Background: an optimization exercise with open tools, aiming at small area, a short achievable clock period and few clock cycles per item. Do not read the settings as production practice. In this exercise RTL edits were held to simulation tests only and were not proved equivalent to the original.

== job 101 ==
==> flow/design.v <==
module aes_sbox_p1 (input wire [7:0] a, output wire [11:0] m);
    function [3:0] gm4; input [3:0] x, y; reg [3:0] r, t; integer i;
        begin r = 4'h0; t = x; for (i = 0; i < 4; i = i + 1) begin if (y[i]) r = r ^ t; t = {t[2:0], 1'b0} ^ (t[3] ? 4'h9 : 4'h0); end gm4 = r; end
    endfunction
    function [3:0] ginv4; input [3:0] d;
        case (d)
            4'h0: ginv4 = 4'h0;
            4'h1: ginv4 = 4'h1;
            4'h2: ginv4 = 4'hc;
            4'h3: ginv4 = 4'h8;
            4'h4: ginv4 = 4'h6;
            4'h5: ginv4 = 4'hf;
            4'h6: ginv4 = 4'h4;
            4'h7: ginv4 = 4'he;
            4'h8: ginv4 = 4'h3;
            4'h9: ginv4 = 4'hd;
            4'ha: ginv4 = 4'hb;
            4'hb: ginv4 = 4'ha;
            4'hc: ginv4 = 4'h2;
            4'hd: ginv4 = 4'h9;
            4'he: ginv4 = 4'h7;
            4'hf: ginv4 = 4'h5;
            default: ginv4 = 4'h0;
        endcase
    endfunction
    wire [7:0] c;
    assign c[0] = a[0] ^ a[1] ^ a[2] ^ a[6] ^ a[7];
    assign c[1] = a[1] ^ a[2] ^ a[5] ^ a[6] ^ a[7];
    assign c[2] = a[2] ^ a[5];
    assign c[3] = a[3];
    assign c[4] = a[4] ^ a[6] ^ a[7];
    assign c[5] = a[2] ^ a[3];
    assign c[6] = a[1] ^ a[2] ^ a[3] ^ a[4] ^ a[5] ^ a[6];
    assign c[7] = a[1] ^ a[4] ^ a[6] ^ a[7];
    wire [3:0] h = c[7:4], l = c[3:0];
    wire [3:0] d = gm4(gm4(h, h), 4'h8) ^ gm4(h, l) ^ gm4(l, l);
    assign m = {h, l, d};
endmodule
module aes_sbox_p2 (input wire [11:0] m, output wire [7:0] y);
    function [3:0] gm4; input [3:0] x, y; reg [3:0] r, t; integer i;
        begin r = 4'h0; t = x; for (i = 0; i < 4; i = i + 1) begin if (y[i]) r = r ^ t; t = {t[2:0], 1'b0} ^ (t[3] ? 4'h9 : 4'h0); end gm4 = r; end
    endfunction
    function [3:0] ginv4; input [3:0] d;
        case (d)
            4'h0: ginv4 = 4'h0;
            4'h1: ginv4 = 4'h1;
            4'h2: ginv4 = 4'hc;
            4'h3: ginv4 = 4'h8;
            4'h4: ginv4 = 4'h6;
            4'h5: ginv4 = 4'hf;
            4'h6: ginv4 = 4'h4;
            4'h7: ginv4 = 4'he;
            4'h8: ginv4 = 4'h3;
            4'h9: ginv4 = 4'hd;
            4'ha: ginv4 = 4'hb;
            4'hb: ginv4 = 4'ha;
            4'hc: ginv4 = 4'h2;
            4'hd: ginv4 = 4'h9;
            4'he: ginv4 = 4'h7;
            4'hf: ginv4 = 4'h5;
            default: ginv4 = 4'h0;
        endcase
    endfunction
    wire [3:0] h = m[11:8], l = m[7:4], di = ginv4(m[3:0]);
    wire [7:0] ci = {gm4(h, di), gm4(h ^ l, di)};
    assign y[0] = ~(ci[0] ^ ci[1] ^ ci[4]);
    assign y[1] = ~(ci[0] ^ ci[2]);
    assign y[2] = ci[0];
    assign y[3] = ci[0] ^ ci[1] ^ ci[4] ^ ci[6];
    assign y[4] = ci[0] ^ ci[3] ^ ci[4];
    assign y[5] = ~(ci[1] ^ ci[3] ^ ci[4]);
    assign y[6] = ~(ci[4] ^ ci[6] ^ ci[7]);
    assign y[7] = ci[2] ^ ci[4] ^ ci[5];
endmodule
module aes256_core (
    input  wire         clk,
    input  wire         rst,         
    input  wire         in_valid,
    output wire         in_ready,
    input  wire [255:0] key,
    input  wire [127:0] block_in,
    output wire         out_valid,
    output wire [127:0] block_out
);
    function [7:0] xtime;
        input [7:0] b;
        xtime = {b[6:0], 1'b0} ^ (b[7] ? 8'h1b : 8'h00);
    endfunction
    function [31:0] mix_column;
        input [31:0] col;
        reg [7:0] a0, a1, a2, a3;
        begin
            a0 = col[31:24];
            a1 = col[23:16];
            a2 = col[15:8];
            a3 = col[7:0];
            mix_column[31:24] = xtime(a0 ^ a1) ^ a1 ^ (a2 ^ a3);
            mix_column[23:16] = xtime(a1 ^ a2) ^ a2 ^ (a3 ^ a0);
            mix_column[15:8]  = xtime(a2 ^ a3) ^ a3 ^ (a0 ^ a1);
            mix_column[7:0]   = xtime(a3 ^ a0) ^ a0 ^ (a1 ^ a2);
        end
    endfunction
    function [127:0] inv_shift_rows;
        input [127:0] s;
        integer i;
        begin
            for (i = 0; i < 16; i = i + 1)
                inv_shift_rows[127-8*((i % 4) + 4 * (((i / 4) + (i % 4)) % 4)) -: 8] = s[127-8*i -: 8];
        end
    endfunction
    function [127:0] shift_rows;
        input [127:0] s;
        integer i;
        begin
            for (i = 0; i < 16; i = i + 1)
                shift_rows[127-8*i -: 8] = s[127-8*((i % 4) + 4 * (((i / 4) + (i % 4)) % 4)) -: 8];
        end
    endfunction
    function [7:0] rcon_of;
        input [3:0] r;
        case (r)
            4'd1:    rcon_of = 8'h01;
            4'd3:    rcon_of = 8'h02;
            4'd5:    rcon_of = 8'h04;
            4'd7:    rcon_of = 8'h08;
            4'd9:    rcon_of = 8'h10;
            4'd11:   rcon_of = 8'h20;
            4'd13:   rcon_of = 8'h40;
            default: rcon_of = 8'h00;
        endcase
    endfunction
    reg          b1, b2, b3;
    reg  [3:0]   r1, r2, r3;
    reg  [127:0] s1;           
    reg  [191:0] s2;           
    reg  [127:0] s3;           
    reg  [255:0] k1, k2;       
    reg  [255:0] k3;           
    reg  [47:0]  km2;          
    reg          l1, l2;       
    reg          load, loadk, rdy, done;
    wire         last2 = (r2 == 4'd14);
    assign in_ready  = rdy;
    assign out_valid = done;
    assign block_out = shift_rows(s3);
    wire [127:0] ark = s1 ^ k1[255:128];
    wire [191:0] s2_d;
    wire [47:0]  km2_d;
    wire [31:0]  sw_in = k1[31:0];
    genvar gi;
    generate
        for (gi = 0; gi < 16; gi = gi + 1) begin : g_sa
            aes_sbox_p1 u_p1 (.a(ark[127-8*gi -: 8]), .m(s2_d[191-12*gi -: 12]));
        end
        for (gi = 0; gi < 4; gi = gi + 1) begin : g_ka
            aes_sbox_p1 u_p1 (.a(sw_in[31-8*gi -: 8]), .m(km2_d[47-12*gi -: 12]));
        end
    endgenerate
    wire [127:0] s3_d;
    wire [31:0]  sw_out;
    generate
        for (gi = 0; gi < 16; gi = gi + 1) begin : g_sb
            aes_sbox_p2 u_p2 (.m(s2[191-12*gi -: 12]), .y(s3_d[127-8*gi -: 8]));
        end
        for (gi = 0; gi < 4; gi = gi + 1) begin : g_kb
            aes_sbox_p2 u_p2 (.m(km2[47-12*gi -: 12]), .y(sw_out[31-8*gi -: 8]));
        end
    endgenerate
    wire [31:0] kt = r2[0] ? {sw_out[23:0], sw_out[31:24]} ^ {rcon_of(r2), 24'h0}
                              : sw_out;
    wire [31:0] nw0 = k2[255:224] ^ kt;
    wire [31:0] nw1 = k2[223:192] ^ nw0;
    wire [31:0] nw2 = k2[191:160] ^ nw1;
    wire [31:0] nw3 = k2[159:128] ^ nw2;
    wire [127:0] s3_k = s3_d ^ (inv_shift_rows(k2[127:0]) & {128{l2}});
    wire [127:0] shifted = shift_rows(s3);
    wire [127:0] mixed;
    generate
        for (gi = 0; gi < 4; gi = gi + 1) begin : g_mix
            assign mixed[127-32*gi -: 32] = mix_column(shifted[127-32*gi -: 32]);
        end
    endgenerate
    always @(posedge clk) begin
        if (rst) begin
            b1   <= 1'b0;
            b2   <= 1'b0;
            b3   <= 1'b0;
            load  <= 1'b1;
            loadk <= 1'b1;
            rdy   <= 1'b1;
            done <= 1'b0;
        end else begin
            b1   <= load ? in_valid : b3;
            b2   <= b1;
            b3   <= b2;
            load  <= !b2 | last2;
            loadk <= !b2 | l2;
            rdy   <= !b2 | (r2[3:1] == 3'b111);
            done <= b2 & last2;
        end
    end
    always @(posedge clk) begin
        if (load) begin
            r1 <= 4'd1;
            l1 <= 1'b0;
            s1 <= block_in;
        end else begin
            r1 <= r3 + 4'd1;
            l1 <= (r3 == 4'd13);
            s1 <= mixed;
        end
        if (loadk)
            k1 <= key;
        else
            k1 <= k3;
        r2  <= r1;
        l2  <= l1;
        s2  <= s2_d;
        k2  <= k1;
        km2 <= km2_d;
        r3  <= r2;
        s3  <= s3_k;
        k3  <= {k2[127:0], nw0, nw1, nw2, nw3};
    end
endmodule
export LEC_CHECK = 0
export ABC_AREA = 1
export CAP_MARGIN = 20
export CELL_PAD_IN_SITES_DETAIL_PLACEMENT = 0
export CELL_PAD_IN_SITES_GLOBAL_PLACEMENT = 1
export CORE_MARGIN = 2
export CORE_UTILIZATION = 60
export PLACE_DENSITY = 0.72
export SETUP_SLACK_MARGIN = 5.0
export SLEW_MARGIN = 20
create_clock -name core_clock -period 8.0 [get_ports {clk}]
standard.sh (not shown) runs the stock make flow with config.mk's settings and CLKGATE_MAP_FILE= SYNTH_SCRIPT=/design/flow/synth_recipe.tcl, a recipe that flattens the netlist after the stock synthesis.
==> flow/flow/run.sh <==
#!/bin/bash
# The standard layout flow (standard.sh, ORFS), with the smallest plain
# buffer on the ports in place of ORFS's default port buffer. ORFS writes each
# tool's log under orfs/logs; standard.log holds the whole run's output.
export BUFFER_PORTS_ARGS="-buffer_cell sky130_fd_sc_hd__buf_1"
bash standard.sh finish > standard.log 2>&1
Testbench counts of job 101, summed over its fixed seeds: cycles 26,904, blocks 1,920.
Modified inputs, job 102 compared to job 101
--- a/flow/design.v
+++ b/flow/design.v
@@ -85,30 +85,23 @@
     function [7:0] xtime;
         input [7:0] b;
         xtime = {b[6:0], 1'b0} ^ (b[7] ? 8'h1b : 8'h00);
     endfunction
     function [31:0] mix_column;
         input [31:0] col;
-        reg [7:0] a0, a1, a2, a3;
+        reg [7:0] a0, a1, a2, a3, t;
         begin
             a0 = col[31:24];
             a1 = col[23:16];
             a2 = col[15:8];
             a3 = col[7:0];
-            mix_column[31:24] = xtime(a0 ^ a1) ^ a1 ^ (a2 ^ a3);
-            mix_column[23:16] = xtime(a1 ^ a2) ^ a2 ^ (a3 ^ a0);
-            mix_column[15:8]  = xtime(a2 ^ a3) ^ a3 ^ (a0 ^ a1);
-            mix_column[7:0]   = xtime(a3 ^ a0) ^ a0 ^ (a1 ^ a2);
-        end
-    endfunction
-    function [127:0] inv_shift_rows;
-        input [127:0] s;
-        integer i;
-        begin
-            for (i = 0; i < 16; i = i + 1)
-                inv_shift_rows[127-8*((i % 4) + 4 * (((i / 4) + (i % 4)) % 4)) -: 8] = s[127-8*i -: 8];
+            t  = a0 ^ a1 ^ a2 ^ a3;
+            mix_column[31:24] = a0 ^ t ^ xtime(a0 ^ a1);
+            mix_column[23:16] = a1 ^ t ^ xtime(a1 ^ a2);
+            mix_column[15:8]  = a2 ^ t ^ xtime(a2 ^ a3);
+            mix_column[7:0]   = a3 ^ t ^ xtime(a3 ^ a0);
         end
     endfunction
     function [127:0] shift_rows;
         input [127:0] s;
         integer i;
         begin
@@ -131,21 +124,22 @@
     endfunction
     reg          b1, b2, b3;
     reg  [3:0]   r1, r2, r3;
     reg  [127:0] s1;           
     reg  [191:0] s2;           
     reg  [127:0] s3;           
-    reg  [255:0] k1, k2;       
-    reg  [255:0] k3;           
+    reg  [255:0] k1, k2, k3;   
     reg  [47:0]  km2;          
+    reg  [31:0]  kt3;          
+    reg  [127:0] res;          
     reg          l1, l2;       
     reg          load, loadk, rdy, done;
     wire         last2 = (r2 == 4'd14);
     assign in_ready  = rdy;
     assign out_valid = done;
-    assign block_out = shift_rows(s3);
+    assign block_out = res;
     wire [127:0] ark = s1 ^ k1[255:128];
     wire [191:0] s2_d;
     wire [47:0]  km2_d;
     wire [31:0]  sw_in = k1[31:0];
     genvar gi;
     generate
@@ -163,26 +157,26 @@
             aes_sbox_p2 u_p2 (.m(s2[191-12*gi -: 12]), .y(s3_d[127-8*gi -: 8]));
         end
         for (gi = 0; gi < 4; gi = gi + 1) begin : g_kb
             aes_sbox_p2 u_p2 (.m(km2[47-12*gi -: 12]), .y(sw_out[31-8*gi -: 8]));
         end
     endgenerate
-    wire [31:0] kt = r2[0] ? {sw_out[23:0], sw_out[31:24]} ^ {rcon_of(r2), 24'h0}
+    wire [31:0] kt3_d = r2[0] ? {sw_out[23:0], sw_out[31:24]} ^ {rcon_of(r2), 24'h0}
                               : sw_out;
-    wire [31:0] nw0 = k2[255:224] ^ kt;
-    wire [31:0] nw1 = k2[223:192] ^ nw0;
-    wire [31:0] nw2 = k2[191:160] ^ nw1;
-    wire [31:0] nw3 = k2[159:128] ^ nw2;
-    wire [127:0] s3_k = s3_d ^ (inv_shift_rows(k2[127:0]) & {128{l2}});
+    wire [127:0] res_d = shift_rows(s3_d) ^ k2[127:0];
     wire [127:0] shifted = shift_rows(s3);
     wire [127:0] mixed;
     generate
         for (gi = 0; gi < 4; gi = gi + 1) begin : g_mix
             assign mixed[127-32*gi -: 32] = mix_column(shifted[127-32*gi -: 32]);
         end
     endgenerate
+    wire [31:0] nw0 = k3[255:224] ^ kt3;
+    wire [31:0] nw1 = k3[223:192] ^ nw0;
+    wire [31:0] nw2 = k3[191:160] ^ nw1;
+    wire [31:0] nw3 = k3[159:128] ^ nw2;
     always @(posedge clk) begin
         if (rst) begin
             b1   <= 1'b0;
             b2   <= 1'b0;
             b3   <= 1'b0;
             load  <= 1'b1;
@@ -209,17 +203,19 @@
             l1 <= (r3 == 4'd13);
             s1 <= mixed;
         end
         if (loadk)
             k1 <= key;
         else
-            k1 <= k3;
+            k1 <= {k3[127:0], nw0, nw1, nw2, nw3};
         r2  <= r1;
         l2  <= l1;
         s2  <= s2_d;
         k2  <= k1;
         km2 <= km2_d;
         r3  <= r2;
-        s3  <= s3_k;
-        k3  <= {k2[127:0], nw0, nw1, nw2, nw3};
+        s3  <= s3_d;
+        k3  <= k2;
+        kt3 <= kt3_d;
+        res <= res_d;
     end
 endmodule
Between job 102 and job 101, the initial core utilization figures differ only marginally.
Lower xor and xnor fraction of the mapped netlist area was reported by job 102, not job 101.
Compared with job 101, job 102 shows number of standard cells in the layout, taps in and fillers out that has gone up by more than 10%.
Design area went up by a few percent going from job 101 to job 102.
Global-route usage ends up higher on job 101.
Job 102 vs job 101 — synthesized cell count rose 1,382.
Testbench counts of job 102, summed over its fixed seeds: cycles 26,904, blocks 1,920.

==> afterwards: timing with drivers on the ports <==
No port has a modelled driver above. Below, the same layouts with a new extraction and two added sets of constraints.
Step 1: set_driving_cell puts a clkbuf_16 on clk and a buf_2 on each other input, an assumption about the parent block.
Step 2 moves the port delays by t, midway between the first and last clock arrival at a register: inputs arrive t later, outputs are due t later. That takes back most of the time a late clock gives input paths.
Three values: ideal, step 1, step 2; two values: the first two.
run | t (ns) | setup WS [ns] | hold WS [ns] | clock arrival spread, ns | worst register clock-pin slew, ns
job 101 | 0.827 | 5.022 / 4.942 / 5.085 | 0.315 / 0.315 / 0.315 | 0.027 / 0.027 | 0.07 / 0.07
job 102 | 0.833 | 5.023 / 4.943 / 5.158 | 0.313 / 0.313 / 0.313 | 0.030 / 0.029 | 0.07 / 0.07
After both steps every run listed still meets setup and hold.
